This is an optimization exercise on Yosys and OpenROAD, whose aim is small area, a short achievable clock period and few clock cycles, not a production implementation.
Only simulation tests tie the RTL to the original design; equivalence was not proved.
Power and IR drop assume default switching activity.

## flow/design.v

```verilog
module ptvr_fadd (
    input  wire        clk,
    input  wire [31:0] a,
    input  wire [31:0] b,
    output reg  [31:0] y
);
    wire       a_e1  = (a[30:23] == 8'hFF);
    wire       b_e1  = (b[30:23] == 8'hFF);
    wire       a_nan = a_e1 && (a[22:0] != 0);
    wire       b_nan = b_e1 && (b[22:0] != 0);
    wire       a_inf = a_e1 && (a[22:0] == 0);
    wire       b_inf = b_e1 && (b[22:0] == 0);
    wire        swap = a[30:0] < b[30:0];
    wire [31:0] big  = swap ? b : a;
    wire [31:0] sml  = swap ? a : b;
    wire        bn   = (big[30:23] != 0);
    wire        sn   = (sml[30:23] != 0);
    wire [7:0]  eb   = {big[30:24], big[23] | !bn};
    wire [7:0]  d    = eb - {sml[30:24], sml[23] | !sn};
    wire [23:0] ms   = {sn, sml[22:0]};
    reg  [26:0] x;
    reg         st;
    always @(*) begin
        x  = {ms, 3'b000};
        st = 1'b0;
        if (d[0]) begin st = st | x[0];      x = {1'b0,  x[26:1]}; end
        if (d[1]) begin st = st | |x[1:0];   x = {2'b0,  x[26:2]}; end
        if (d[2]) begin st = st | |x[3:0];   x = {4'b0,  x[26:4]}; end
        if (d[3]) begin st = st | |x[7:0];   x = {8'b0,  x[26:8]}; end
        if (d[4]) begin st = st | |x[15:0];  x = {16'b0, x[26:16]}; end
        if (d[7:5] != 3'd0) begin st = |ms; x = 27'd0; end
    end
    reg  [23:0] p_mb;
    reg  [26:0] p_ms;
    reg  [7:0]  p_eb;
    reg         p_sg, p_sub, p_sp, p_spn, p_sps;
    always @(posedge clk) begin
        p_mb  <= {bn, big[22:0]};
        p_ms  <= {x[26:1], x[0] | st};
        p_eb  <= eb;
        p_sg  <= big[31];
        p_sub <= big[31] ^ sml[31];
        p_sp  <= a_e1 || b_e1;
        p_spn <= a_nan || b_nan || (a_inf && b_inf && (a[31] != b[31]));
        p_sps <= a_inf ? a[31] : b[31];
    end
    wire [27:0] sum = {1'b0, p_mb, 3'b000} + ({1'b0, p_ms} ^ {28{p_sub}}) + {27'd0, p_sub};
    wire [31:0] z0 = {sum[26:0], 5'b11111};
    wire        l4 = (z0[31:16] == 16'd0);
    wire [15:0] z1 = l4 ? z0[15:0] : z0[31:16];
    wire        l3 = (z1[15:8] == 8'd0);
    wire [7:0]  z2 = l3 ? z1[7:0] : z1[15:8];
    wire        l2 = (z2[7:4] == 4'd0);
    wire [3:0]  z3 = l2 ? z2[3:0] : z2[7:4];
    wire        l1 = (z3[3:2] == 2'd0);
    wire [1:0]  z4 = l1 ? z3[1:0] : z3[3:2];
    wire        l0 = !z4[1];
    wire [4:0]  lz = {l4, l3, l2, l1, l0};
    wire [7:0]  ebm1 = p_eb - 8'd1;
    wire [4:0]  sh = ({3'b000, lz} > ebm1) ? ebm1[4:0] : lz;
    wire [26:0] m27 = sum[27] ? {sum[27:2], sum[1] | sum[0]} : (sum[26:0] << sh);
    wire [8:0]  e   = sum[27] ? {1'b0, p_eb} + 9'd1 : {1'b0, p_eb} - {4'd0, sh};
    wire        inc = m27[2] & (m27[1] | m27[0] | m27[3]);
    wire [24:0] m24 = {1'b0, m27[26:3]} + {24'd0, inc};
    wire [8:0]  ef  = m24[24] ? e + 9'd1 : (m24[23] ? e : 9'd0);
    always @(*) begin
        if (p_sp)
            y = p_spn ? 32'h7FC00000 : {p_sps, 8'hFF, 23'd0};
        else if (ef >= 9'd255)
            y = {p_sg, 8'hFF, 23'd0};
        else if (sum == 28'd0)
            y = {(p_sub ? 1'b0 : p_sg), 31'd0};
        else
            y = {p_sg, ef[7:0], m24[24] ? m24[23:1] : m24[22:0]};
    end
endmodule
module ptvr_fdiv #(parameter DB = 2) (
    input  wire        clk,
    input  wire        rst,
    input  wire        ld_b,
    input  wire        ld_a,
    input  wire [31:0] v,
    output wire        rdy,
    output reg  [31:0] y
);
    localparam NIT = (26 + DB - 1) / DB;
    localparam QW  = NIT * DB;
    localparam [2:0] D_DONE = 3'd0, D_NORM = 3'd1, D_ALGN = 3'd2, D_ITER = 3'd3, D_DEN = 3'd4;
    wire v_e1   = (v[30:23] == 8'hFF);
    wire v_nan  = v_e1 && (v[22:0] != 0);
    wire v_inf  = v_e1 && (v[22:0] == 0);
    wire v_zero = (v[30:0] == 0);
    wire v_n    = (v[30:23] != 0);
    reg  [2:0]  ds;
    reg  [24:0] rem;
    reg  [23:0] dvs;
    reg  [QW:0] q;           
    reg  [3:0]  cnt;
    reg  signed [10:0] qe;
    reg         a_nan, a_inf, a_zero;
    reg         qs;
    reg  [1:0]  spk;         
    assign rdy = (ds == D_DONE);
    reg  [24:0] r_n;
    reg  [QW-1:0] q_n;
    reg  [25:0] df;
    reg         lt0;
    integer j;
    always @(*) begin
        r_n = rem;
        q_n = q[QW-1:0];
        lt0 = 1'b0;
        for (j = 0; j < DB; j = j + 1) begin
            df = {1'b0, r_n} - {2'b00, dvs};
            if (j == 0) lt0 = df[25];
            if (!df[25]) r_n = df[24:0];
            r_n = r_n << 1;
            q_n = {q_n[QW-2:0], !df[25]};
        end
    end
    localparam EX = QW - 26;
    wire [QW-1:0] q_top = q_n >> EX;
    wire [QW-1:0] q_exm = (({{(QW-1){1'b0}}, 1'b1}) << EX) - 1;
    wire [26:0]   m27_n = {q_top[25:0], (|(q_n & q_exm)) | (r_n != 25'd0)};
    wire [26:0] m27 = q[26:0];
    wire        inc = m27[2] & (m27[1] | m27[0] | m27[3]);
    wire [24:0] m24 = {1'b0, m27[26:3]} + {24'd0, inc};
    wire [7:0]  ef  = m24[24] ? qe[7:0] + 8'd1 : (m24[23] ? qe[7:0] : 8'd0);
    wire        ovf = (qe >= 11'sd255) || (m24[24] && qe == 11'sd254);
    always @(*) begin
        case (spk)
        2'd1:    y = 32'h7FC00000;
        2'd2:    y = {qs, 8'hFF, 23'd0};
        2'd3:    y = {qs, 31'd0};
        default: begin
            if (ovf) y = {qs, 8'hFF, 23'd0};
            else y = {qs, ef, m24[24] ? m24[23:1] : m24[22:0]};
        end
        endcase
    end
    reg signed [10:0] qd;
    always @(*) begin
        case (ds)
        D_NORM:  qd = (!dvs[23] && rem[23]) ? 11'sd1 : ((dvs[23] && !rem[23]) ? -11'sd1 : 11'sd0);
        D_ALGN:  qd = lt0 ? -11'sd1 : 11'sd0;
        default: qd = 11'sd1;
        endcase
    end
    wire signed [10:0] qe_s = qe + qd;
    always @(posedge clk) begin
        if (rst) begin
            ds <= D_DONE;
        end else begin
            if (ld_a) begin
                rem    <= {1'b0, v_n, v[22:0]};
                qe     <= $signed({3'b000, v[30:24], v[23] | !v_n});
                qs     <= v[31];
                a_nan  <= v_nan;
                a_inf  <= v_inf;
                a_zero <= v_zero;
            end
            if (ld_b) begin
                dvs <= {v_n, v[22:0]};
                qe  <= qe - $signed({3'b000, v[30:24], v[23] | !v_n}) + 11'sd127;
                qs  <= qs ^ v[31];
                q   <= {(QW+1){1'b0}};
                cnt <= 4'd0;
                ds  <= D_DONE;
                if (v_zero) begin
                    spk <= 2'd3;
                    qs  <= 1'b0;
                end else if (a_nan || v_nan || (a_inf && v_inf)) spk <= 2'd1;
                else if (a_inf) spk <= 2'd2;
                else if (a_zero || v_inf) spk <= 2'd3;
                else begin
                    spk <= 2'd0;
                    ds  <= D_NORM;
                end
            end else if (!ld_a) begin
                case (ds)
                D_NORM: begin
                    if (!rem[23]) rem <= rem << 1;
                    if (!dvs[23]) dvs <= dvs << 1;
                    qe <= qe_s;
                    if (rem[23] && dvs[23]) ds <= D_ALGN;
                end
                D_ALGN: begin
                    if (lt0) rem <= rem << 1;
                    qe <= qe_s;
                    ds <= D_ITER;
                end
                D_ITER: begin
                    rem <= r_n;
                    cnt <= cnt + 4'd1;
                    if (cnt == NIT - 1) begin
                        q  <= m27_n;
                        ds <= D_DEN;
                    end else begin
                        q  <= {1'b0, q_n};
                    end
                end
                D_DEN: begin
                    if (qe < -11'sd30) begin
                        q  <= {{QW{1'b0}}, 1'b1};
                        qe <= 11'sd1;
                        ds <= D_DONE;
                    end else if (qe < 11'sd1) begin
                        q  <= (q >> 1) | {{QW{1'b0}}, q[0]};
                        qe <= qe_s;
                    end else begin
                        ds <= D_DONE;
                    end
                end
                default: ;
                endcase
            end
        end
    end
endmodule
module ptvr_rast (
    input  wire        clk,
    input  wire        rst,
    input  wire        host_valid,
    input  wire        host_write,
    input  wire [3:0]  host_addr,
    input  wire [31:0] host_wdata,
    output wire        host_ready,
    output reg  [31:0] host_rdata,
    output reg         mem_valid,
    output reg         mem_write,
    output reg  [31:0] mem_addr,
    output reg  [31:0] mem_wdata,
    input  wire        mem_ready,
    input  wire [31:0] mem_rdata
);
    localparam VTX_MAX = 16;
    localparam A_CMD = 4'd0, A_STATUS = 4'd1, A_FB = 4'd2, A_COLOR = 4'd3,
               A_ARG0 = 4'd4, A_ARG1 = 4'd5, A_ARG2 = 4'd6, A_NVERT = 4'd7,
               A_GW = 4'd8, A_GH = 4'd9, A_GS = 4'd10, A_CAP = 4'd11;
    localparam [3:0] G_IDLE  = 4'd0,
                     G_FIND  = 4'd1,
                     G_INIT  = 4'd2,
                     G_VW    = 4'd3,
                     G_BAND  = 4'd7,
                     G_ROW1  = 4'd8,
                     G_ROW2  = 4'd9,
                     G_ADV   = 4'd10,
                     G_DSPAN = 4'd11,
                     G_DONE  = 4'd12;
    function is_nan(input [31:0] v);
        is_nan = (v[30:23] == 8'hFF) && (v[22:0] != 0);
    endfunction
    function [31:0] fkey(input [31:0] v);
        fkey = v[31] ? ~v : {1'b1, v[30:0]};
    endfunction
    function f_lt(input [31:0] p, input [31:0] q);
        if (is_nan(p) || is_nan(q)) f_lt = 1'b0;
        else if (p[30:0] == 0 && q[30:0] == 0) f_lt = 1'b0;
        else f_lt = fkey(p) < fkey(q);
    endfunction
    function f_le(input [31:0] p, input [31:0] q);
        if (is_nan(p) || is_nan(q)) f_le = 1'b0;
        else if (p[30:0] == 0 && q[30:0] == 0) f_le = 1'b1;
        else f_le = fkey(p) <= fkey(q);
    endfunction
    function f_eq(input [31:0] p, input [31:0] q);
        f_eq = (p == q) || (p[30:0] == 0 && q[30:0] == 0);
    endfunction
    function [31:0] ceil_i32(input [31:0] v);
        reg [30:0] mag;
        reg        frac;
        reg [23:0] fm;
        begin
            mag = 31'd0;
            frac = 1'b0;
            fm = 24'd0;
            if (is_nan(v)) ceil_i32 = 32'd0;
            else if (v[30:23] >= 8'd158) ceil_i32 = v[31] ? 32'h80000000 : 32'h7FFFFFFF;
            else if (v[30:0] == 0) ceil_i32 = 32'd0;
            else if (v[30:23] < 8'd127) ceil_i32 = v[31] ? 32'd0 : 32'd1;
            else begin
                if (v[30:23] >= 8'd150) begin
                    mag = {7'd0, 1'b1, v[22:0]} << (v[30:23] - 8'd150);
                end else begin
                    mag = {7'd0, 1'b1, v[22:0]} >> (8'd150 - v[30:23]);
                    fm = (24'd1 << (8'd150 - v[30:23])) - 24'd1;
                    frac = |(v[22:0] & fm[22:0]);
                end
                if (v[31]) ceil_i32 = -{1'b0, mag};
                else ceil_i32 = {1'b0, mag} + {31'd0, frac};
            end
        end
    endfunction
    function [9:0] rnd_x(input [31:0] v);
        reg [9:0]  f2;        
        reg [10:0] h;
        begin
            f2 = 10'd0;
            h  = 11'd0;
            if (is_nan(v)) rnd_x = 10'd0;
            else if (v[31]) begin
                if (v[30:23] >= 8'd128 || (v[30:23] == 8'd127 && v[22])) rnd_x = 10'h3FF;
                else rnd_x = 10'd0;
            end else if (v[30:23] >= 8'd136) rnd_x = 10'd400;
            else begin
                if (v[30:23] >= 8'd126)
                    f2 = {1'b1, v[22:14]} >> (8'd135 - v[30:23]);
                h = {1'b0, f2} + 11'd1;
                rnd_x = (h[10:1] >= 10'd400) ? 10'd400 : h[10:1];
            end
        end
    endfunction
    function [9:0] clamp_x(input [31:0] v);
        if (v[31]) clamp_x = 10'h3FF;
        else if (v >= 32'd400) clamp_x = 10'd400;
        else clamp_x = {1'b0, v[8:0]};
    endfunction
    reg [31:0] fb_base;
    reg [31:0] color;
    reg [31:0] arg0, arg1, arg2;
    reg        pvalid;
    reg [4:0]  nvert;
    reg [31:0] rx [0:VTX_MAX-1];
    reg [31:0] ry [0:VTX_MAX-1];
    reg [3:0]  rot;
    wire       vinj;          
    wire [31:0] tx = rx[0];
    wire [31:0] ty = ry[0];
    integer s;
    always @(posedge clk) begin
        for (s = 0; s < VTX_MAX - 1; s = s + 1) begin
            rx[s] <= rx[s + 1];
            ry[s] <= ry[s + 1];
        end
        rx[VTX_MAX-1] <= vinj ? arg1 : rx[0];
        ry[VTX_MAX-1] <= vinj ? arg2 : ry[0];
    end
    function [3:0] place(input [3:0] i);
        place = {i[1:0], 2'b00} + i;
    endfunction
    function [3:0] vat(input [3:0] p);
        vat = {p[0], 3'b000} + {p[1:0], 2'b00} + p;
    endfunction
    reg [3:0]  gs;
    reg        busy;
    reg [3:0]  top, bot;
    reg [3:0]  cln, crn;
    reg [31:0] xl, xr, sl, sr;
    reg [31:0] nx;            
    reg [31:0] qy;            
    reg [31:0] yln, yrn;      
    reg signed [31:0] yrow, yend;
    reg        side;          
    reg        last;          
    reg [1:0]  ini;           
    reg [3:0]  fcnt;          
    reg        tv, bv;        
    reg        v0nan;         
    reg        qf;            
    assign host_ready = !busy;
    always @(*) begin
        case (host_addr)
            A_STATUS: host_rdata = {31'd0, pvalid};
            A_FB:     host_rdata = fb_base;
            A_COLOR:  host_rdata = color;
            A_ARG0:   host_rdata = arg0;
            A_ARG1:   host_rdata = arg1;
            A_ARG2:   host_rdata = arg2;
            A_NVERT:  host_rdata = {27'd0, nvert};
            A_GW:     host_rdata = 32'd400;
            A_GH:     host_rdata = 32'd240;
            A_GS:     host_rdata = 32'd52;
            A_CAP:    host_rdata = VTX_MAX;
            default:  host_rdata = 32'd0;
        endcase
    end
    wire [3:0] nvm1   = nvert[3:0] - 4'd1;    
    wire [3:0] cln_nx = (cln == nvm1) ? 4'd0 : cln + 4'd1;
    wire [3:0] crn_nx = (crn == 4'd0) ? nvm1 : crn - 4'd1;
    wire [3:0] np     = side ? crn : cln;          
    wire [3:0] nq     = side ? crn_nx : cln_nx;    
    localparam [1:0] T_NONE = 2'd0, T_XL = 2'd1, T_XR = 2'd2, T_DIV = 2'd3;
    wire        row_in, row_vis;
    reg  [31:0] add_a, add_b;
    reg  [1:0]  add_t;        
    reg  [1:0]  p_t;          
    reg         p_b;          
    wire [31:0] add_y;
    ptvr_fadd u_fadd (.clk(clk), .a(add_a), .b(add_b), .y(add_y));
    assign row_in  = (yrow < yend);
    assign row_vis = (yrow[31:8] == 24'd0) && (yrow[7:0] < 8'd240);
    localparam [1:0] F_IDLE = 2'd0, F_1 = 2'd1, F_2 = 2'd2, F_3 = 2'd3;
    reg  [1:0]  fs;
    wire [3:0]  pp = place(np);
    wire [3:0]  pq = place(nq);
    wire        f_dx = (fs == F_2) && (rot == (qf ? pp : pq)) && (gs != G_ROW2);
    wire        f_dy = (fs == F_3) && (gs != G_ROW2);
    wire        row_go = (gs == G_ROW1) && row_in && !(row_vis && q_v) && !f_dx && !f_dy;
    always @(*) begin
        add_t = T_NONE;
        if (f_dx) begin
            add_a = qf ? nx : tx; add_b = (qf ? tx : nx) ^ 32'h80000000; add_t = T_DIV;
        end else if (f_dy) begin
            add_a = qy; add_b = (side ? yrn : yln) ^ 32'h80000000; add_t = T_DIV;
        end else if (gs == G_ROW1) begin
            add_a = xl; add_b = sl; if (row_go) add_t = T_XL;
        end else begin
            add_a = xr; add_b = sr; if (gs == G_ROW2) add_t = T_XR;
        end
    end
    always @(posedge clk) begin
        if (rst) begin
            p_t <= T_NONE;
            p_b <= 1'b0;
        end else begin
            p_t <= add_t;
            p_b <= f_dy;
        end
    end
    wire        div_rdy;
    wire [31:0] div_y;
    ptvr_fdiv #(.DB(2)) u_fdiv (.clk(clk), .rst(rst),
                                .ld_a(p_t == T_DIV && !p_b), .ld_b(p_t == T_DIV && p_b),
                                .v(add_y), .rdy(div_rdy), .y(div_y));
    reg         q_v;
    reg [7:0]   q_y;
    reg [3:0]   q_k;       
    reg [3:0]   q_n;       
    reg [4:0]   q_lo;      
    reg [4:0]   q_hm1;     
    wire        fillsp = (gs != G_DSPAN);
    wire [31:0] sp_y   = fillsp ? yrow : arg0;
    wire [9:0]  sp_c1  = fillsp ? rnd_x(xl) : clamp_x(arg1);
    wire [9:0]  sp_c2  = fillsp ? rnd_x(xr) : clamp_x(arg2);
    wire        sp_yok = (sp_y[31:8] == 24'd0) && (sp_y[7:0] < 8'd240);
    wire [8:0]  sp_x1  = sp_c1[9] ? 9'd0 : sp_c1[8:0];
    wire [8:0]  sp_x2  = sp_c2[8:0];
    wire        sp_go  = sp_yok && !sp_c2[9] && !(sp_c1 >= 10'd400 && !sp_c1[9]) && (sp_x1 < sp_x2);
    wire [8:0]  sp_x2m1 = sp_x2 - 9'd1;
    wire        push = (gs == G_ROW2) || (gs == G_DSPAN);
    reg  [3:0]  w_n;       
    reg  [4:0]  w_lo;
    reg  [4:0]  w_hm1;
    function [31:0] mk_mask(input [4:0] lo, input [4:0] hm1);
        reg [31:0] ml;
        begin
            ml = (32'hFFFFFFFF >> lo) & (32'hFFFFFFFF << (5'd31 - hm1));
            mk_mask = {ml[7:0], ml[15:8], ml[23:16], ml[31:24]};
        end
    endfunction
    wire [31:0] cur_mask = mk_mask(w_lo, (w_n == 4'd0) ? w_hm1 : 5'd31);
    wire        w_last   = (w_n == 4'd0);
    wire        w_end    = mem_valid && mem_write && mem_ready && w_last;
    wire        w_load   = q_v && (!mem_valid || w_end);
    wire        q_full0  = (q_lo == 5'd0) && (q_n != 4'd0 || q_hm1 == 5'd31);
    wire        n_full   = (w_n != 4'd1) || (w_hm1 == 5'd31);
    wire [13:0] q_r52    = {1'b0, q_y, 5'd0} + {2'b0, q_y, 4'd0} + {4'b0, q_y, 2'd0};
    wire [31:0] q_addr   = fb_base + {18'd0, q_r52} + {26'd0, q_k, 2'b00};
    always @(posedge clk) begin
        if (rst) begin
            mem_valid <= 1'b0;
            mem_write <= 1'b0;
        end else begin
            if (w_load) begin
                mem_valid <= 1'b1;
                mem_addr  <= q_addr;
                w_n       <= q_n;
                w_lo      <= q_lo;
                w_hm1     <= q_hm1;
                mem_write <= q_full0;
                mem_wdata <= color;
            end else if (mem_valid && mem_ready) begin
                if (!mem_write) begin
                    mem_write <= 1'b1;
                    mem_wdata <= (mem_rdata & ~cur_mask) | (color & cur_mask);
                end else if (w_last) begin
                    mem_valid <= 1'b0;
                    mem_write <= 1'b0;
                end else begin
                    mem_addr  <= mem_addr + 32'd4;
                    w_n       <= w_n - 4'd1;
                    w_lo      <= 5'd0;
                    mem_write <= n_full;
                    mem_wdata <= color;
                end
            end
        end
    end
    always @(posedge clk) begin
        if (rst) begin
            q_v <= 1'b0;
        end else begin
            if (push && sp_go) begin
                q_v   <= 1'b1;
                q_y   <= sp_y[7:0];
                q_k   <= sp_x1[8:5];
                q_n   <= sp_x2m1[8:5] - sp_x1[8:5];
                q_lo  <= sp_x1[4:0];
                q_hm1 <= sp_x2m1[4:0];
            end else if (w_load) begin
                q_v <= 1'b0;
            end
        end
    end
    wire        b_le    = f_le(yln, yrn);
    wire [31:0] ceil_in = (gs == G_INIT) ? yln : (b_le ? yln : yrn);
    wire [31:0] ceil_y  = ceil_i32(ceil_in);
    assign      vinj    = (gs == G_VW) && (rot == place(arg0[3:0]));
    wire [3:0]  fi      = vat(rot);               
    wire        fin_n   = ({1'b0, fi} < nvert);
    wire        ty_nan  = is_nan(ty);
    always @(posedge clk) begin
        if (p_t == T_XL) xl <= add_y;
        if (p_t == T_XR) xr <= add_y;
        if (rst) begin
            rot       <= 4'd0;
            fs        <= F_IDLE;
            gs        <= G_IDLE;
            busy      <= 1'b0;
            fb_base   <= 32'd0;
            color     <= 32'hFFFFFFFF;
            arg0      <= 32'd0;
            arg1      <= 32'd0;
            arg2      <= 32'd0;
            pvalid    <= 1'b0;
            nvert     <= 5'd0;
        end else begin
            rot <= rot + 4'd1;
            case (fs)
            F_1: begin
                if (rot == pp || rot == pq) begin
                    nx <= tx;
                    qf <= (rot == pq);
                    if (rot == pq) qy <= ty;
                    fs <= F_2;
                end
            end
            F_2: begin
                if (f_dx) begin
                    if (qf) nx <= tx;
                    else qy <= ty;
                    fs <= F_3;
                end
            end
            F_3: if (f_dy) fs <= F_IDLE;
            default: ;
            endcase
            case (gs)
            G_IDLE: begin
                if (host_valid && host_write) begin
                    case (host_addr)
                    A_FB:    fb_base <= {host_wdata[31:2], 2'b00};
                    A_COLOR: color <= host_wdata;
                    A_ARG0:  arg0 <= host_wdata;
                    A_ARG1:  arg1 <= host_wdata;
                    A_ARG2:  arg2 <= host_wdata;
                    A_CMD: begin
                        case (host_wdata)
                        32'h01: if (!pvalid && arg0 != 0 && arg0 <= VTX_MAX) begin
                            pvalid <= 1'b1;
                            nvert  <= arg0[4:0];
                        end
                        32'h02: if (pvalid && arg0 < {27'd0, nvert}) begin
                            busy <= 1'b1;
                            gs   <= G_VW;
                        end
                        32'h03: begin
                            pvalid <= 1'b0;
                            nvert  <= 5'd0;
                        end
                        32'h10: begin
                            busy <= 1'b1;
                            gs   <= G_DSPAN;
                        end
                        32'h11: if (pvalid && nvert >= 5'd3) begin
                            fcnt  <= 4'd0;
                            tv    <= 1'b0;
                            bv    <= 1'b0;
                            v0nan <= 1'b0;
                            busy  <= 1'b1;
                            gs    <= G_FIND;
                        end
                        default: ;
                        endcase
                    end
                    default: ;
                    endcase
                end
            end
            G_DSPAN: gs <= G_DONE;
            G_VW: begin
                if (vinj) begin
                    busy <= 1'b0;
                    gs   <= G_IDLE;
                end
            end
            G_FIND: begin
                if (fin_n) begin
                    if (fi == 4'd0) v0nan <= ty_nan;
                    if (!ty_nan) begin
                        if (!tv || f_lt(ty, yln) || (f_eq(ty, yln) && fi < top)) begin
                            top <= fi;
                            yln <= ty;
                            tv  <= 1'b1;
                        end
                        if (!bv || f_lt(yrn, ty) || (f_eq(ty, yrn) && fi < bot)) begin
                            bot <= fi;
                            yrn <= ty;
                            bv  <= 1'b1;
                        end
                    end
                end
                fcnt <= fcnt + 4'd1;
                if (fcnt == 4'd15) gs <= G_INIT;
            end
            G_INIT: begin
                cln  <= top;
                crn  <= top;
                yrn  <= yln;
                yrow <= ceil_y;
                side <= 1'b0;
                last <= 1'b0;
                ini  <= 2'd2;
                if (v0nan || top == bot) gs <= G_DONE;
                else begin
                    fs <= F_1;
                    gs <= G_ADV;
                end
            end
            G_BAND: begin
                side <= !b_le;
                yend <= ceil_y;
                if ((b_le ? cln : crn) == bot) last <= 1'b1;
                else fs <= F_1;
                gs <= G_ROW1;
            end
            G_ROW1: begin
                if (!row_in) gs <= G_ADV;
                else if (row_go) gs <= G_ROW2;
            end
            G_ROW2: begin
                yrow <= yrow + 1;
                gs   <= G_ROW1;
            end
            G_ADV: begin
                if (last) begin
                    gs <= G_DONE;
                end else if (fs == F_IDLE && div_rdy && p_t != T_DIV) begin
                    if (side) begin
                        crn <= crn_nx;
                        xr  <= nx;
                        sr  <= div_y;
                        yrn <= qy;
                    end else begin
                        cln <= cln_nx;
                        xl  <= nx;
                        sl  <= div_y;
                        yln <= qy;
                    end
                    if (ini == 2'd2) begin
                        ini  <= 2'd1;
                        side <= 1'b1;
                        fs   <= F_1;
                    end else begin
                        ini <= 2'd0;
                        gs  <= G_BAND;
                    end
                end
            end
            G_DONE: begin
                fs <= F_IDLE;
                if (!q_v && (!mem_valid || w_end)) begin
                    busy <= 1'b0;
                    gs   <= G_IDLE;
                end
            end
            default: gs <= G_IDLE;
            endcase
        end
    end
endmodule
```

## flow/run.sh

```bash
#!/bin/bash
# synth_recipe.tcl (not shown) runs the flow's synth.tcl, then flattens the netlist and writes it again
# the make line also repeats each setting of config.mk as NAME=value (left out here)
make -C /OpenROAD-flow-scripts/flow DESIGN_CONFIG=/design/flow/config.mk WORK_HOME=/design/flow/orfs CLKGATE_MAP_FILE= SYNTH_SCRIPT=/design/flow/synth_recipe.tcl finish
```

## flow/config.mk

```make
export PLATFORM = sky130hd
export DESIGN_NAME = ptvr_rast
export DESIGN_NICKNAME = ptvr_rast
export VERILOG_FILES = /design/flow/design.v
export SDC_FILE = /design/flow/constraint.sdc
export NUM_CORES = 4
export LEC_CHECK = 0
export CAP_MARGIN = 20
export CORE_MARGIN = 2
export CORE_UTILIZATION = 40
export SLEW_MARGIN = 20
```

## flow/constraint.sdc

```tcl
create_clock -name core_clock -period 30.0 [get_ports {clk}]
set_input_delay 6.0000 -clock core_clock [delete_from_list [all_inputs] [get_ports {clk}]]
set_output_delay 6.0000 -clock core_clock [all_outputs]
set_load 0.01 [all_outputs]
```

==> notes.md, run 1 <==
Area after DPL approximately 0.094 mm^2; number of fill cells about 21000; Clock Skews ~0.083 ns; H-Tree Depth 4; Commonest cells post-synth 1336 x dfxtp_1, 1219 x nand2_1, 711 x a21oi_1, 588 x nor2_1, 486 x o21ai_0; setup TNS 0 ns; Die W 477 um; startpoint types flop; clock latency (worst-skew pair) ~0.86 ns; Std-Cell Rows between 150 and 200; most common flop cell mapped by yosys dfxtp_1; worst hold margin roughly 0.28 ns; Synth area leaders dfxtp_1 30%, edfxtp_1 16%, ha_1 5.3%, nand2_1 5.1%, a21oi_1 4.0%; root buffer cell clkbuf_16; post-synthesis sequential area ratio a little under half; area share of the largest cell type after synthesis 29.9%; Sequential Area between 0.04 and 0.05 mm^2; Finished Core Util between 40% and 50%; crit path to u_fdiv.qe[10]; Final Hold Fails 0; area of the multi-input gates ~0.045 mm^2; clock slew at the register clock pins of the worst setup and hold paths 0.06 ns; post-CTS repair timing setup buffer count 0; gate count of the mapped netlist ~9600; vias in the first global route 71237; Netlist cell types 137; TritonCTS clock tree yes; Via-to-Cell Ratio around 6.0; CP max-delay cell dfxtp_2; Max Clock Freq about 65 MHz; top-count cell post-synth dfxtp_1; Clock Tree Buf Depth 3; slew at the pin closest to its max-slew limit between 1 and 1.5 ns; Area growth syn-to-layout 12.5%; post-route cell area between 0.1 and 0.15 mm^2; worst flop-to-flop path startpoint u_fadd.p_sub; Initial Utilization 40.2%; Hold Crit Class reg2reg; Max Slew Vio Count 0; RSZ-0062 raised after global routing false; Post-Route WL 329000 um; grt ovf 0; Max transition margin 16.5%; CP peak stage delay slightly above 1 ns; share of layout cells above drive strength 1 9.18%; GR Util All Layers 27.8%; Top-Level Pins about 170; min Tclk post-route 15.47 ns; first-pass GRT wire length a little under 500000 um; HPWL Detailed around 250000 um; Mean Syn Cell Area between 9 and 10 um^2; R2R cell count 51; final setup violation count 0; worst setup path class reg2reg; Worst Path Arrival 16.05 ns; Most Frequent Cell on Critical Path o21ai_0; GPL Wtd Cong 0.981; Worst EP required 30.58 ns; pin count of the biggest net entering global routing 80; drt initial violations 9102; layout net count approximately 10000; Crit. End Element flop; Final ANT Viol Nets 0; Residual DRC 0; FFs w/ async S/R, synth 0%; Yosys top cell by area dfxtp_1; Setup WS pre-CTS 14.65 ns; pwr dens ~62 mW/mm^2; core box area between 0.2 and 0.25 mm^2; Mapped Area between 0.08 and 0.09 mm^2; DIE AREA ~0.23 mm^2; outcome no timing/DRC/antenna violations; clk sinks between 1500 and 2000; maximum vdd drop approximately 0.000065 V; # resized after CTS 0; Setup crit start u_fadd.p_sub; Post-CTS Hold Buffers 0; vias 75562; maxcap violations 0; Critical Path Fanout Max 35; YS warnings 5; EDFF count, synth 483; Num CTS Buffers between 150 and 200; slack of the critical path 14.53 ns; # port buffers between 150 and 200; Leak Pwr approximately 40 nW; Synth Register Bits ~1800; Worst R2R Setup Slack roughly 15 ns; reg2reg end u_fdiv.qe[10]; Wirelength per Cell 26.0 um; Die Ht about 480 um; Final Cycle Share between 50% and 60%; initial antenna violation count 27; drt first pass iters 8
-- cell usage in the layout, fill, tap and decap left out, drive strengths merged, types with 37 or more instances in the layout --
master / instances
buf: 195
nand3: 267
or3: 44
a31oi: 113
o31ai: 44
xnor2: 277
a221oi: 37
mux2: 209
nand4: 126
xor2: 252
a21oi: 717
inv: 396
edfxtp: 483
clkdlybuf4s50: 168
o22ai: 40
dfxtp: 1336
a311oi: 51
nor4: 132
a21o: 93
nor2: 591
nand2b: 74
o211ai: 67
nor3: 176
clkbuf: 242
ha: 376
a211oi: 141
nand2: 1220
o21ai: 505
a21boi: 40
mux2i: 214
and3: 129
and2: 56
o21a: 48
nor2b: 87
clkinv: 63
a22oi: 138
-- stage by stage --
step / total power, mW / instances
finish: 6.20 / 12663
detailed placement: 3.85 / 12312
CTS: 6.20 / 12652
global route: 6.42 / 12656
global placement: 3.85 / 12312
floorplan: 3.41 / 9576
-- metal layers --
metal	global-route usage, %	vias up	part of all wire (%)
met3	4.87	803	8.4
met1	37.7	36585	42
met2	42.8	3867	44
li1	-	34297	-
met5	0	-	0.020
met4	13.6	10	5.4
-- layout make-up --
type | count | share of cell area (%)
Timing Repair Buffer | 363 | 3.14
Inverter | 384 | 1.43
Clock buffer | 242 | 5.02
Antenna cell | 9 | 0.0224
Sequential cell | 1819 | 41.0
Multi-Input combinational cell | 6773 | 44.4
Tap cell | 2975 | 3.70
Clock inverter | 98 | 1.26
-- kinds of logic after synthesis --
| kind of cell | after synthesis | share of synthesized area [%] |
|---|---|---|
| flops | 1819 | 46.1 |
| fa+ha+maj | 400 | 5.80 |
| mux | 440 | 5.47 |
| simple gates | 3047 | 16.0 |
| xor+xnor | 532 | 5.27 |
| other cells | 1 | 0.00420 |
| compound gates | 2352 | 17.1 |
| buf+inv | 984 | 4.23 |
-- worst max-delay path: cells and delay by family, from the launching register on --
kind | cells | cell delay (ns)
fa+ha+maj | 4 | 1.26
buf+inv | 4 | 0.93
flops | 1 | 1.03
simple gates | 20 | 6.64
xor+xnor | 2 | 0.30
compound gates | 21 | 5.02
-- how the worst min path moves through the flow --
stage,start,depth (start not counted),end
global placement,ry[9][4],0,ry[8][4]
detailed placement,rx[1][5],0,rx[0][5]
finish,ry[7][21],0,ry[6][21]
global route,ry[8][7],0,ry[7][7]
floorplan,rx[1][0],0,rx[0][0]
CTS,ry[7][21],0,ry[6][21]
-- registers in the layout, indices dropped and copies added (netlist names), 32 cells and up --
name / count
arg2: 32
color: 32
arg1: 32
yrn: 32
yend: 32
sl: 32
xl: 32
nx: 32
yrow: 32
yln: 32
rx: 512
arg0: 32
mem_wdata: 32
ry: 512
xr: 32
sr: 32
qy: 32
-- power by group --
group | internal (mW) | switching [mW]
clock network | 1.33 | 1.02
registers | 2.54 | 0.0455
logic | 0.420 | 0.840
total | 4.29 | 1.91
Testbench counts, summed over its fixed seeds: cycles 189,003.
==> run 2, diff against run 1 <==
--- a/flow/design.v
+++ b/flow/design.v
@@ -87,3 +87,3 @@
     localparam QW  = NIT * DB;
-    localparam [2:0] D_DONE = 3'd0, D_NORM = 3'd1, D_ALGN = 3'd2, D_ITER = 3'd3, D_DEN = 3'd4;
+    localparam [2:0] D_DONE = 3'd0, D_NORM = 3'd1, D_ITER = 3'd3, D_DEN = 3'd4;
     wire v_e1   = (v[30:23] == 8'hFF);
@@ -143,4 +143,4 @@
         case (ds)
-        D_NORM:  qd = (!dvs[23] && rem[23]) ? 11'sd1 : ((dvs[23] && !rem[23]) ? -11'sd1 : 11'sd0);
-        D_ALGN:  qd = lt0 ? -11'sd1 : 11'sd0;
+        D_NORM:  qd = (!dvs[23] && rem[23]) ? 11'sd1 : ((dvs[23] && !rem[23]) ? -11'sd1 :
+                      ((dvs[23] && rem[23] && lt0) ? -11'sd1 : 11'sd0));
         default: qd = 11'sd1;
@@ -181,11 +181,6 @@
                 D_NORM: begin
-                    if (!rem[23]) rem <= rem << 1;
+                    if (!rem[23] || (dvs[23] && lt0)) rem <= rem << 1;
                     if (!dvs[23]) dvs <= dvs << 1;
                     qe <= qe_s;
-                    if (rem[23] && dvs[23]) ds <= D_ALGN;
-                end
-                D_ALGN: begin
-                    if (lt0) rem <= rem << 1;
-                    qe <= qe_s;
-                    ds <= D_ITER;
+                    if (rem[23] && dvs[23]) ds <= D_ITER;
                 end
@@ -196,3 +191,3 @@
                         q  <= m27_n;
-                        ds <= D_DEN;
+                        ds <= (qe < 11'sd1) ? D_DEN : D_DONE;
                     end else begin
@@ -269,9 +264,14 @@
     function [31:0] ceil_i32(input [31:0] v);
-        reg [30:0] mag;
-        reg        frac;
-        reg [23:0] fm;
+        reg [30:0] t;
+        reg        st;
+        reg [4:0]  r;
         begin
-            mag = 31'd0;
-            frac = 1'b0;
-            fm = 24'd0;
+            t  = {1'b1, v[22:0], 7'd0};
+            st = 1'b0;
+            r  = 5'd29 - v[27:23];           
+            if (r[0]) begin st = st | t[0];      t = {1'b0,  t[30:1]}; end
+            if (r[1]) begin st = st | |t[1:0];   t = {2'b0,  t[30:2]}; end
+            if (r[2]) begin st = st | |t[3:0];   t = {4'b0,  t[30:4]}; end
+            if (r[3]) begin st = st | |t[7:0];   t = {8'b0,  t[30:8]}; end
+            if (r[4]) begin st = st | |t[15:0];  t = {16'b0, t[30:16]}; end
             if (is_nan(v)) ceil_i32 = 32'd0;
@@ -280,13 +280,3 @@
             else if (v[30:23] < 8'd127) ceil_i32 = v[31] ? 32'd0 : 32'd1;
-            else begin
-                if (v[30:23] >= 8'd150) begin
-                    mag = {7'd0, 1'b1, v[22:0]} << (v[30:23] - 8'd150);
-                end else begin
-                    mag = {7'd0, 1'b1, v[22:0]} >> (8'd150 - v[30:23]);
-                    fm = (24'd1 << (8'd150 - v[30:23])) - 24'd1;
-                    frac = |(v[22:0] & fm[22:0]);
-                end
-                if (v[31]) ceil_i32 = -{1'b0, mag};
-                else ceil_i32 = {1'b0, mag} + {31'd0, frac};
-            end
+            else ceil_i32 = ({1'b0, t} ^ {32{v[31]}}) + {31'd0, v[31] | st};
         end
@@ -351,3 +341,3 @@
     reg [31:0] yln, yrn;      
-    reg signed [31:0] yrow, yend;
+    reg signed [31:0] yrow;
     reg        side;          
@@ -355,5 +345,5 @@
     reg [1:0]  ini;           
-    reg [3:0]  fcnt;          
     reg        tv, bv;        
     reg        v0nan;         
+    reg        wbad;          
     reg        qf;            
@@ -389,3 +379,3 @@
     ptvr_fadd u_fadd (.clk(clk), .a(add_a), .b(add_b), .y(add_y));
-    assign row_in  = (yrow < yend);
+    assign row_in  = (yrow < $signed(ceil_y));
     assign row_vis = (yrow[31:8] == 24'd0) && (yrow[7:0] < 8'd240);
@@ -505,3 +495,3 @@
     wire        b_le    = f_le(yln, yrn);
-    wire [31:0] ceil_in = (gs == G_INIT) ? yln : (b_le ? yln : yrn);
+    wire [31:0] ceil_in = (gs == G_INIT || !side) ? yln : yrn;
     wire [31:0] ceil_y  = ceil_i32(ceil_in);
@@ -510,3 +500,10 @@
     wire        fin_n   = ({1'b0, fi} < nvert);
-    wire        ty_nan  = is_nan(ty);
+    wire [31:0] sy      = vinj ? arg2 : ty;
+    wire        sy_nan  = is_nan(sy);
+    wire        scan_on = (gs == G_IDLE) || (gs == G_VW) || (gs == G_FIND) ||
+                          (gs == G_DSPAN) || (gs == G_DONE);
+    wire        st0     = (rot == 4'd0);
+    wire        s_ok    = fin_n && !sy_nan;
+    wire        nv_chg  = (gs == G_IDLE) && host_valid && host_write && (host_addr == A_CMD) &&
+                          (host_wdata == 32'h01 || host_wdata == 32'h03);
     always @(posedge clk) begin
@@ -514,3 +511,17 @@
         if (p_t == T_XR) xr <= add_y;
+        if (scan_on) begin
+            if (st0) v0nan <= fin_n && sy_nan;
+            if (s_ok && (st0 || !tv || f_lt(sy, yln) || (f_eq(sy, yln) && fi < top))) begin
+                top <= fi;
+                yln <= sy;
+                tv  <= 1'b1;
+            end else if (st0) tv <= 1'b0;
+            if (s_ok && (st0 || !bv || f_lt(yrn, sy) || (f_eq(sy, yrn) && fi < bot))) begin
+                bot <= fi;
+                yrn <= sy;
+                bv  <= 1'b1;
+            end else if (st0) bv <= 1'b0;
+        end
         if (rst) begin
+            wbad      <= 1'b1;
             rot       <= 4'd0;
@@ -528,2 +539,4 @@
             rot <= rot + 4'd1;
+            if (!scan_on || nv_chg) wbad <= 1'b1;
+            else if (st0) wbad <= 1'b0;
             case (fs)
@@ -575,6 +588,2 @@
                         32'h11: if (pvalid && nvert >= 5'd3) begin
-                            fcnt  <= 4'd0;
-                            tv    <= 1'b0;
-                            bv    <= 1'b0;
-                            v0nan <= 1'b0;
                             busy  <= 1'b1;
@@ -596,21 +605,3 @@
             end
-            G_FIND: begin
-                if (fin_n) begin
-                    if (fi == 4'd0) v0nan <= ty_nan;
-                    if (!ty_nan) begin
-                        if (!tv || f_lt(ty, yln) || (f_eq(ty, yln) && fi < top)) begin
-                            top <= fi;
-                            yln <= ty;
-                            tv  <= 1'b1;
-                        end
-                        if (!bv || f_lt(yrn, ty) || (f_eq(ty, yrn) && fi < bot)) begin
-                            bot <= fi;
-                            yrn <= ty;
-                            bv  <= 1'b1;
-                        end
-                    end
-                end
-                fcnt <= fcnt + 4'd1;
-                if (fcnt == 4'd15) gs <= G_INIT;
-            end
+            G_FIND: if (rot == 4'd15 && !wbad) gs <= G_INIT;
             G_INIT: begin
@@ -631,3 +622,2 @@
                 side <= !b_le;
-                yend <= ceil_y;
                 if ((b_le ? cln : crn) == bot) last <= 1'b1;
--- a/flow/config.mk
+++ b/flow/config.mk
@@ -7,5 +7,6 @@
 export LEC_CHECK = 0
+export ABC_AREA = 1
 export CAP_MARGIN = 20
 export CORE_MARGIN = 2
-export CORE_UTILIZATION = 40
+export CORE_UTILIZATION = 55
 export SLEW_MARGIN = 20
==> run 2 against run 1 <==
Still clean. Critical path depth down 40. Clock skew up 0.028 ns. Synthesized area fell by 5.7%. Hold slack got worse by 0.0015 ns. Flip-flop and latch count decreased by 35. Largest cell class is now registers. Register-to-register slack improved by 2.8 ns. Maximum frequency up 2.9%. First-iteration DRC count is 0.25% higher. Routed wire length fell by 9.7%. Total power rose by 95%. Largest power group is now combinational cells. Final cell count decreased by 0.24%.
==> notes.md, run 2 <==
EDFF count, synth ~380; area share of the largest cell type after synthesis between 30% and 40%; post-route cell area about 0.094 mm^2; Yosys top cell by area dfxtp_1; pwr dens between 100 and 150 mW/mm^2; Largest regs rx: 512 flops, ry: 512 flops; Die W slightly below 400 um; Wirelength per Cell about 24 um; Critical Path Fanout Max 23; post-synthesis sequential area ratio between 40% and 50%; gate count of the mapped netlist ~10000; slack of the critical path 14.97 ns; vias around 75000; Synth Register Bits approximately 1800; Residual DRC 0; GPL Wtd Cong just over 1; drt initial violations about 9000; share of layout cells above drive strength 1 approximately 5.7%; drt first pass iters 7; Post-CTS Hold Buffers 0; HPWL Detailed roughly 220000 um; Max Clock Freq 66.5 MHz; Num CTS Buffers roughly 170; Clock Skews between 0.1 and 0.15 ns; worst setup path class in2out; layout net count 10916; startpoint types input pin; Final Hold Fails 0; Sequential Power Share between 20% and 30%; Mapped Area roughly 0.084 mm^2; setup TNS 0 ns; core box area 0.152 mm^2; H-Tree Depth 4; maxcap violations 0; final setup violation count 0; Commonest cells post-synth 2276 x nand2_1, 1401 x dfxtp_1, 1229 x inv_1, 971 x o21ai_0, 647 x nor2_1; P_sw 6.07 mW; min Tclk post-route 15.03 ns; Std-Cell Rows 143; Clock Power Share between 10% and 20%; logic gate share of total power roughly 57%; maximum vdd drop roughly 0.00018 V; # resized after CTS 0; Worst R2R Setup Slack 17.28 ns; Final Cycle Share between 50% and 60%; Die Ht ~400 um; clock slew at the register clock pins of the worst setup and hold paths 0.07 ns; Worst Path Arrival approximately 9 ns; grt ovf 0; most common flop cell mapped by yosys dfxtp_1; Clock Tree Buf Depth 3; commonest non-fill, non-tap cell in the layout nand2_1; Max Slew Vio Count 0; Area after DPL 0.0879 mm^2; Leak Pwr about 40 nW; clock latency (worst-skew pair) around 0.86 ns; pin count of the biggest net entering global routing between 100 and 150; initial antenna violation count 15; Setup WS pre-CTS roughly 15 ns; first-pass GRT wire length 440000 um; R2R cell count just over 70; top-count cell post-synth nand2_1; worst flop-to-flop path startpoint u_fadd.p_sub; DIE AREA 0.156 mm^2; vias in the first global route around 70000; TritonCTS clock tree yes; Synth area leaders dfxtp_1 33%, edfxtp_1 14%, nand2_1 10%, o21ai_0 5.8%, ha_1 5.5%; Max transition margin roughly 14%; Worst EP required around 24 ns; GR Util All Layers a little under two fifths; clk sinks 1784; outcome no timing/DRC/antenna violations; Via-to-Cell Ratio between 5 and 6; Mean Syn Cell Area between 8 and 9 um^2; reg2reg end u_fdiv.qe[10]; Top-Level Pins about 170; most frequent cells in the layout 2274 x nand2_1, 1399 x dfxtp_1, 1227 x inv_1; Final ANT Viol Nets 0; Setup crit start host_addr[3]; YS warnings 5; post-CTS repair timing setup buffer count 0; Initial Utilization between 50% and 60%; Crit. End Element output port; slew at the pin closest to its max-slew limit 1.28 ns; crit path to host_rdata[5]; root buffer cell clkbuf_16; Hold Crit Class reg2reg; Post-Route WL roughly 300000 um; # port buffers roughly 170; RSZ-0062 raised after global routing false; Area growth syn-to-layout 11.8%; FFs w/ async S/R, synth 0%; Netlist cell types ~80; Int Power 6.01 mW; sw frac between 50% and 60%
## run 2: worst max-delay path: stages
cell and delay (ns):
clkdlybuf4s50_1 0.48, inv_1 0.06, ha_1 0.17, inv_1 0.16, nor2_1 0.09, buf_4 0.19, inv_1 0.68, o21ai_0 0.20
a221oi_1 0.24, a41oi_1 0.20, clkdlybuf4s50_1 0.53
## run 2: how the worst min path moves through the flow
| stage | endpoint | cells past startpoint | slack, ns | from |
|---|---|---|---|---|
| floorplan | rx[0][0] | 0 | 0.31 | rx[1][0] |
| global placement | ry[7][24] | 0 | 0.31 | ry[8][24] |
| detailed placement | rx[13][2] | 0 | 0.31 | rx[14][2] |
| CTS | rx[1][27] | 0 | 0.28 | rx[2][27] |
| global route | rx[1][27] | 0 | 0.28 | rx[2][27] |
| finish | rx[1][27] | 0 | 0.28 | rx[2][27] |
## run 2: layout make-up
type,instances,area [um^2]
fillers,13118,57800
flip-flops and latches,1784,39600
multi-input cells,6931,38500
clock buffers,233,4920
inverters,1269,4770
repair buffers,288,2610
well taps,2030,2540
clock inverters,91,1350
diodes,6,15.0
## run 2: per-stage QoR
| step | hold WS (ns) | cells | utilization [%] | total power, mW |
|---|---|---|---|---|
| after global placement | 0.310 | 12300 | 57.8 | 9.45 |
| after floorplan | 0.310 | 10415 | - | 7.56 |
| after detailed placement | 0.312 | 12301 | 57.8 | 9.53 |
| final | 0.277 | 12632 | 62.0 | 12.1 |
| after global routing | 0.281 | 12628 | 62.0 | 12.9 |
| after CTS | 0.285 | 12625 | 61.9 | 11.9 |
## run 2: power by group through the flow
stage	Sequential, mW	Clock (mW)	Combinational, mW
global placement	2.90	0	6.55
floorplan	2.77	0	4.79
global route	2.87	2.48	7.54
CTS	2.85	2.40	6.69
finish	2.87	2.37	6.83
detailed placement	2.90	0	6.62
## run 2: kinds of logic after synthesis
logic type | after synthesis | synth area share [%]
other cells | 1 | 0.00445
fa+ha+maj | 396 | 6.09
compound gates | 2187 | 14.9
xor+xnor | 386 | 4.03
buf+inv | 1700 | 7.70
simple gates | 3919 | 19.8
flops | 1784 | 46.9
mux | 41 | 0.487
## run 2: metal layers
layer	GRT usage [%]	vias to the layer above	routed length, um
li1	-	34896	-
met1	49.4	35257	122000
met2	56.4	3814	130000
met3	7.47	728	28100
met4	19.2	10	17600
met5	0	-	62
Testbench counts of run 2, summed over its fixed seeds: cycles 187,270.
==> run 3, diff against run 2 <==
--- a/flow/design.v
+++ b/flow/design.v
@@ -86,4 +86,4 @@
     localparam NIT = (26 + DB - 1) / DB;
-    localparam QW  = NIT * DB;
-    localparam [2:0] D_DONE = 3'd0, D_NORM = 3'd1, D_ITER = 3'd3, D_DEN = 3'd4;
+    localparam QW  = NIT * DB;              
+    localparam [2:0] D_DONE = 3'd0, D_NORM = 3'd1, D_PRE = 3'd2, D_ITER = 3'd3, D_DEN = 3'd4;
     wire v_e1   = (v[30:23] == 8'hFF);
@@ -96,3 +96,4 @@
     reg  [23:0] dvs;
-    reg  [QW:0] q;           
+    reg  [25:0] q;           
+    reg         stk;
     reg  [3:0]  cnt;
@@ -100,2 +101,3 @@
     reg         a_nan, a_inf, a_zero;
+    reg  [7:0]  nbe;         
     reg         qs;
@@ -104,3 +106,3 @@
     reg  [24:0] r_n;
-    reg  [QW-1:0] q_n;
+    reg  [25:0] q_n;
     reg  [25:0] df;
@@ -110,3 +112,3 @@
         r_n = rem;
-        q_n = q[QW-1:0];
+        q_n = q;
         lt0 = 1'b0;
@@ -117,10 +119,6 @@
             r_n = r_n << 1;
-            q_n = {q_n[QW-2:0], !df[25]};
+            q_n = {q_n[24:0], !df[25]};
         end
     end
-    localparam EX = QW - 26;
-    wire [QW-1:0] q_top = q_n >> EX;
-    wire [QW-1:0] q_exm = (({{(QW-1){1'b0}}, 1'b1}) << EX) - 1;
-    wire [26:0]   m27_n = {q_top[25:0], (|(q_n & q_exm)) | (r_n != 25'd0)};
-    wire [26:0] m27 = q[26:0];
+    wire [26:0] m27 = {q, stk};
     wire        inc = m27[2] & (m27[1] | m27[0] | m27[3]);
@@ -143,2 +141,3 @@
         case (ds)
+        D_PRE:   qd = {{3{nbe[7]}}, nbe};
         D_NORM:  qd = (!dvs[23] && rem[23]) ? 11'sd1 : ((dvs[23] && !rem[23]) ? -11'sd1 :
@@ -163,5 +162,4 @@
                 dvs <= {v_n, v[22:0]};
-                qe  <= qe - $signed({3'b000, v[30:24], v[23] | !v_n}) + 11'sd127;
+                nbe <= {v[30], ~v[29:24], ~(v[23] | !v_n)};
                 qs  <= qs ^ v[31];
-                q   <= {(QW+1){1'b0}};
                 cnt <= 4'd0;
@@ -176,3 +174,3 @@
                     spk <= 2'd0;
-                    ds  <= D_NORM;
+                    ds  <= D_PRE;
                 end
@@ -180,2 +178,6 @@
                 case (ds)
+                D_PRE: begin
+                    qe <= qe_s;
+                    ds <= D_NORM;
+                end
                 D_NORM: begin
@@ -189,8 +191,5 @@
                     cnt <= cnt + 4'd1;
-                    if (cnt == NIT - 1) begin
-                        q  <= m27_n;
-                        ds <= (qe < 11'sd1) ? D_DEN : D_DONE;
-                    end else begin
-                        q  <= {1'b0, q_n};
-                    end
+                    q   <= q_n;
+                    stk <= (r_n != 25'd0);
+                    if (cnt == NIT - 1) ds <= (qe < 11'sd1) ? D_DEN : D_DONE;
                 end
@@ -198,8 +197,10 @@
                     if (qe < -11'sd30) begin
-                        q  <= {{QW{1'b0}}, 1'b1};
-                        qe <= 11'sd1;
-                        ds <= D_DONE;
+                        q   <= 26'd0;
+                        stk <= 1'b1;
+                        qe  <= 11'sd1;
+                        ds  <= D_DONE;
                     end else if (qe < 11'sd1) begin
-                        q  <= (q >> 1) | {{QW{1'b0}}, q[0]};
-                        qe <= qe_s;
+                        q   <= {1'b0, q[25:1]};
+                        stk <= q[0] | stk;
+                        qe  <= qe_s;
                     end else begin
--- a/flow/config.mk
+++ b/flow/config.mk
@@ -11,2 +11,3 @@
 export CORE_UTILIZATION = 55
+export CTS_BUF_LIST = sky130_fd_sc_hd__clkbuf_8
 export SLEW_MARGIN = 20
==> run 3 against run 2 <==
Still clean. Setup slack worse by 0.31 ns. Total power is 38% lower. Final cell count is 0.73% higher. Via count is 1.3% lower. Flip-flop and latch count is 8 higher. Synthesized cell count is 0.79% lower. Critical endpoint unchanged.
==> notes.md, run 3 <==
outcome no timing/DRC/antenna violations; vias in the first global route about 70000; top-count cell post-synth nand2_1; post-CTS repair timing setup buffer count 0; Clock Skews roughly 0.12 ns; final setup violation count 0; TritonCTS clock tree yes; Mapped Area 0.0841 mm^2; setup TNS 0 ns; Synth Register Bits approximately 1800; worst flop-to-flop path startpoint u_fadd.p_sub; YS warnings 5; Hold Crit Class reg2reg; GPL Wtd Cong just over 1; Setup WS pre-CTS around 15 ns; Final ANT Viol Nets 0; post-route cell area roughly 0.094 mm^2; GR Util All Layers a little over a third; min Tclk post-route between 15 and 20 ns; RSZ-0062 raised after global routing false; slack of the critical path 14.66 ns; FFs w/ async S/R, synth 0%; Mean Syn Cell Area roughly 8 um^2; # resized after CTS 0; root buffer cell clkbuf_8; area share of the largest cell type after synthesis between 30% and 40%; gate count of the mapped netlist around 10000; Worst Path Arrival about 9.3 ns; drt first pass iters 7; worst hold margin roughly 0.28 ns; post-synthesis sequential area ratio 47.3%; Post-Route WL 289000 um; Clock Tree Buf Depth 4; drt initial violations 7795; Worst EP required roughly 24 ns; Max Clock Freq around 65 MHz; R2R cell count 59; HPWL Detailed roughly 220000 um; Synth area leaders dfxtp_1 33%, edfxtp_1 14%, nand2_1 9.6%, inv_1 5.5%, o21ai_0 5.4%; Via-to-Cell Ratio approximately 5.8; Wirelength per Cell ~23 um; pwr dens ~80 mW/mm^2; Hold Path Depth 0; clk sinks 1792; Max transition margin about a quarter; Setup crit start host_addr[3]; grt ovf 0; Worst R2R Setup Slack between 15 and 20 ns; commonest non-fill, non-tap cell in the layout nand2_1; EDFF count, synth ~400; startpoint types input pin; Area after DPL around 0.088 mm^2; DIE AREA approximately 0.16 mm^2; Critical Path Fanout Max 21; Die Ht roughly 400 um; Post-CTS Hold Buffers 0; H-Tree Depth 5; # port buffers 169; first-pass GRT wire length 426000 um; maximum vdd drop between 0.00007 and 0.00008 V; Die W ~400 um; Area growth syn-to-layout 11.4%; Final Hold Fails 0; Top-Level Pins ~170; most common flop cell mapped by yosys dfxtp_1; initial antenna violation count 23; pin count of the biggest net entering global routing approximately 110; Largest regs rx: 512 flops, ry: 512 flops; Std-Cell Rows roughly 140; Max Slew Vio Count 0; Num CTS Buffers 300; Residual DRC 0; Initial Utilization around 55%; slew at the pin closest to its max-slew limit between 1 and 1.5 ns; clock slew at the register clock pins of the worst setup and hold paths around 0.070 ns; layout net count between 10000 and 15000; core box area around 0.15 mm^2; Yosys top cell by area dfxtp_1; vias 73727; Crit. End Element output port; most frequent cells in the layout 2142 x nand2_1, 1399 x dfxtp_1, 1314 x inv_1; maxcap violations 0; clock latency (worst-skew pair) 1.04 ns; worst setup path class in2out; share of layout cells above drive strength 1 just under 7%; Netlist cell types 86; Final Cycle Share 51.1%; Hold Crit Start ry[3][20]; Commonest cells post-synth 2143 x nand2_1, 1401 x dfxtp_1, 1236 x inv_1, 914 x o21ai_0, 658 x nor2_1; Leak Pwr ~42 nW
-- run 3: cell count changes in the layout (fill, tap and decap cells not counted), sizes merged, moves of 11 or more --
cell | before | now
clkbuf | 233 | 366
nand2 | 2312 | 2185
inv | 1269 | 1357
nand3 | 509 | 597
o21ai | 1016 | 971
buf | 120 | 87
o22ai | 60 | 92
ha | 372 | 351
nor3 | 109 | 126
a211oi | 62 | 47
nor2 | 674 | 688
xor2 | 244 | 231
a22oi | 39 | 50
-- run 3: cell families after synthesis --
logic type / synth area share (%)
buf+inv: 7.76
mux: 0.501
flops: 47.3
fa+ha+maj: 5.77
other cells: 0.00446
compound gates: 14.6
simple gates: 20.2
xor+xnor: 3.87
-- run 3: area by class of cell --
cell class	count	area (um^2)
diodes	9	22.5
clock buffers	366	5040
clock inverters	147	1010
fillers	13201	58200
inverters	1292	4860
multi-input cells	6833	38000
flip-flops and latches	1792	39800
well taps	2030	2540
repair buffers	255	2360
-- run 3: worst max-delay path: stages --
cell and delay (ns):
clkdlybuf4s50_1 0.58, inv_1 0.11, ha_1 0.22, nand2_1 0.64
inv_1 0.54, a221oi_1 0.45, a31oi_1 0.25, clkdlybuf4s50_1 0.54
-- run 3: path summary, 6_finish.rpt --
check	to
max	host_rdata[5]
min	ry[2][20]
max reg2reg	u_fdiv.spk[0]
min reg2reg	ry[2][20]
-- run 3: metrics by stage --
| step | std cells | utilization, % | power [mW] |
|---|---|---|---|
| 6_report | 12724 | 61.7 | 7.53 |
| 4_1_cts | 12715 | 61.6 | 7.50 |
| 5_1_grt | 12717 | 61.7 | 7.92 |
| 3_3_place_gp | 12200 | 57.6 | 5.29 |
| 2_1_floorplan | 10333 | - | 4.49 |
| 3_5_place_dp | 12202 | 57.7 | 5.32 |
-- run 3: power breakdown --
part	leakage (nW)	switching [mW]	total, mW	internal (mW)
Combinational	23.6	1.88	2.68	0.796
Sequential	15.1	0.101	2.66	2.56
Clock	3.40	0.980	2.19	1.21
-- run 3: routing by layer --
metal / vias to the layer above / global-route usage, % / routed length (um) / part of all wire (%)
met2: 3464 / 56.4 / 129000 / 45
met4: 28 / 21.6 / 18900 / 6.5
li1: 34906 / - / - / -
met1: 34524 / 45.2 / 116000 / 40
met3: 805 / 7.54 / 24700 / 8.6
met5: - / 0.339 / 273 / 0.095
Testbench counts of run 3, summed over its fixed seeds: cycles 187,993.
==> run 4, diff against run 3 <==
==> flow/flow/run.sh (new file) <==
#!/bin/bash
# The standard layout (the standard.sh, unchanged synthesis and steps),
# with a faster cell for the port buffers that placement inserts on every
# input and output. The full output of the make run is kept in standard.log;
# each ORFS step also writes its own log under orfs/logs/.
set -euo pipefail
export BUFFER_PORTS_ARGS="-buffer_cell sky130_fd_sc_hd__buf_2"
bash standard.sh > standard.log 2>&1
==> flow/standard.sh (new file) <==
#!/bin/bash
# synth_recipe.tcl (not shown) runs the flow's synth.tcl, then flattens the netlist and writes it again
# the make line also repeats each setting of config.mk as NAME=value (left out here)
make -C /OpenROAD-flow-scripts/flow DESIGN_CONFIG=/design/flow/config.mk WORK_HOME=/design/flow/orfs CLKGATE_MAP_FILE= SYNTH_SCRIPT=/design/flow/synth_recipe.tcl "${@:-finish}"
removed: flow/run.sh
==> run 4 against run 3 <==
Register-to-register slack lost 0.14 ns. Maximum frequency increased by 5.5%. Critical path depth did not move. Final cell count about the same. First-iteration DRC count fell by 0.82%. Sequential share of layout area is 0.47 points higher. Non-clock buffer count rose by 3. Flip-flop and latch count unchanged. Setup slack improved by 0.80 ns.
==> notes.md, run 4 <==
vias around 74000; Overall Power about 7.4 mW; Hold Crit Start rx[4][14]; CP max-delay cell nand2_1; Yosys top cell by area dfxtp_1; pin count of the biggest net entering global routing ~130; Setup WS pre-CTS roughly 16 ns; Final Hold Fails 0; area share of the largest cell type after synthesis between 30% and 40%; worst flop-to-flop path startpoint nvert[0]; Max Clock Freq roughly 69 MHz; Die Ht 395 um; Via-to-Cell Ratio 5.79; HPWL Detailed ~210000 um; outcome no timing/DRC/antenna violations; RSZ-0062 raised after global routing false; # port buffers roughly 170; Top-Level Pins between 150 and 200; gate count of the mapped netlist about 10000; clock slew at the register clock pins of the worst setup and hold paths around 0.060 ns; commonest non-fill, non-tap cell in the layout nand2_1; Clock Tree Buf Depth 4; Crit. End Element output port; startpoint types input pin; Hold Crit Class reg2reg; maxcap violations 0; Area growth syn-to-layout 10.2%; Worst Path Arrival 8.54 ns; Synth area leaders dfxtp_1 33%, edfxtp_1 14%, nand2_1 9.6%, inv_1 5.5%, o21ai_0 5.4%; Worst EP required between 20 and 25 ns; worst hold margin about 0.28 ns; Mean Syn Cell Area approximately 8.1 um^2; EDFF count, synth ~400; maximum vdd drop between 0.00009 and 0.0001 V; core box area roughly 0.15 mm^2; initial antenna violation count 30; Critical Path Fanout Max 21; Std-Cell Rows ~140; Initial Utilization a little under three fifths; DIE AREA ~0.16 mm^2; Post-Route WL between 200000 and 300000 um; Clock Skews around 0.14 ns; pwr dens 80.3 mW/mm^2; worst setup path class in2out; YS warnings 5; TritonCTS clock tree yes; most frequent cells in the layout 2142 x nand2_1, 1399 x dfxtp_1, 1321 x inv_1; top-count cell post-synth nand2_1; first-pass GRT wire length about 420000 um; H-Tree Depth 5; clk sinks approximately 1800; Synth Register Bits 1792; Mapped Area between 0.08 and 0.09 mm^2; FFs w/ async S/R, synth 0%; DP Cell Count 12205; final cell count without fillers about 13000; layout net count between 10000 and 15000; drt initial violations approximately 7700; Wirelength per Cell 22.4 um; logic gate share of total power between 30% and 40%; GR Util All Layers a little over a third; grt ovf 0; clock latency (worst-skew pair) 1.08 ns; # resized after CTS 0; slew at the pin closest to its max-slew limit 1.18 ns; Num CTS Buffers 297; Int Power between 4 and 5 mW; Die W roughly 400 um; setup TNS 0 ns; most common flop cell mapped by yosys dfxtp_1; Max Slew Vio Count 0; root buffer cell clkbuf_8; CP cell instances buf_2, inv_1, ha_1, nand2_1, inv_1, a221oi_1, a31oi_1, buf_2; Commonest cells post-synth 2143 x nand2_1, 1401 x dfxtp_1, 1236 x inv_1, 914 x o21ai_0, 658 x nor2_1; post-CTS repair timing setup buffer count 0; share of layout cells above drive strength 1 between 8 and 9%; P_sw 2.94 mW; Leak Pwr around 42 nW; Setup crit start host_addr[3]; slack of the critical path 15.46 ns; min Tclk post-route about 15 ns; Max transition margin around a fifth; Netlist cell types 86; Final ANT Viol Nets 0; GPL Wtd Cong about 1; Post-CTS Hold Buffers 0; vias in the first global route between 60000 and 70000; drt first pass iters 9; CP peak stage delay between 0.6 and 0.7 ns; Residual DRC 0; Clock Power Share around 29%; Sequential Power Share roughly 36%; post-synthesis sequential area ratio 47.3%; final setup violation count 0; Final Cycle Share 48.5%; Largest regs rx: 512 flops, ry: 512 flops; sw frac approximately 40%
-- run 4: cell counts after synthesis --
No cell type changed its count.
-- run 4: per-stage QoR --
stage                     util (%)  instance area [um^2]
after global routing          61.0                 92600
after CTS                     61.0                 92600
final                         61.0                 92700
after global placement        57.1                 86700
after floorplan                  -                 84100
after detailed placement      57.1                 86800
-- run 4: power by group through the flow --
stage | Sequential [mW] | Combinational (mW) | Clock, mW
finish | 2.65 | 2.66 | 2.13
CTS | 2.65 | 2.60 | 2.17
floorplan | 2.65 | 1.84 | 0
global placement | 2.70 | 2.56 | 0
global route | 2.66 | 2.92 | 2.27
detailed placement | 2.70 | 2.59 | 0
-- run 4: logic make-up after synthesis --
kind of cell,share of synthesized area [%]
AOI/OAI and AO/OA,14.6
xor gates and xnor gates,3.87
adders and majority gates,5.77
buffers and inverters,7.76
DFF,47.3
muxes,0.501
other,0.00446
and+or+nand+nor,20.2
-- run 4: final cells by class --
class	instances	area, um^2
fillers	13532	59300
flip-flops and latches	1792	39800
multi-input cells	6833	38000
clock buffers	359	4940
inverters	1292	4860
well taps	2030	2540
repair buffers	258	1540
clock inverters	153	910
diodes	9	22.5
-- run 4: final timing paths --
path | endpoint | slack, ns | cells after the start
setup / recovery | host_rdata[5] | 15.46 | 8
hold / removal | rx[3][14] | 0.28 | 0
hold reg to reg | rx[3][14] | 0.28 | 0
setup reg to reg | u_fadd.p_ms[0] | 18.76 | 49
-- run 4: per-layer routing --
metal / GRT usage, % / vias up / wire length (um)
li1: - / 34904 / -
met1: 45.2 / 34431 / 114000
met2: 55.6 / 3451 / 126000
met3: 7.44 / 828 / 24900
met4: 21.3 / 24 / 18900
met5: 0 / - / 155
-- run 4: critical path, delay by kind of cell --
family / cells / cell delay [ns]
adders and majority gates: 1 / 0.22
AOI/OAI and AO/OA: 2 / 0.64
buffers and inverters: 4 / 1.00
and+or+nand+nor: 1 / 0.69

what the ideal ports hide:
The flow's constraints put no driver on any port. The routed layouts listed below were extracted and timed again, unchanged, in two steps. Step 1 assumes that a clkbuf_16 drives the clock port and a buf_2 every other input. Step 2 times the ports against the registers' clock, not the clock port: input delays grow and output delays shrink by t, the midpoint of the rising clock arrivals with the driver on. Three values: ideal, step 1, step 2; two values: the first two.
run	t, ns	setup WS [ns]	worst slew at a driven data input, ns
run 1	0.911	14.528 / 14.528 / 14.528	0.10
run 2	0.898	14.968 / 14.920 / 14.920	0.11
run 3	1.061	14.659 / 14.614 / 14.614	0.09
run 4	1.089	15.459 / 15.396 / 15.396	0.10
After both steps every run listed still meets setup and hold. The setup slack of run 4, which loses most, moves by -0.063 ns with the drivers and by -0.063 ns with both steps.
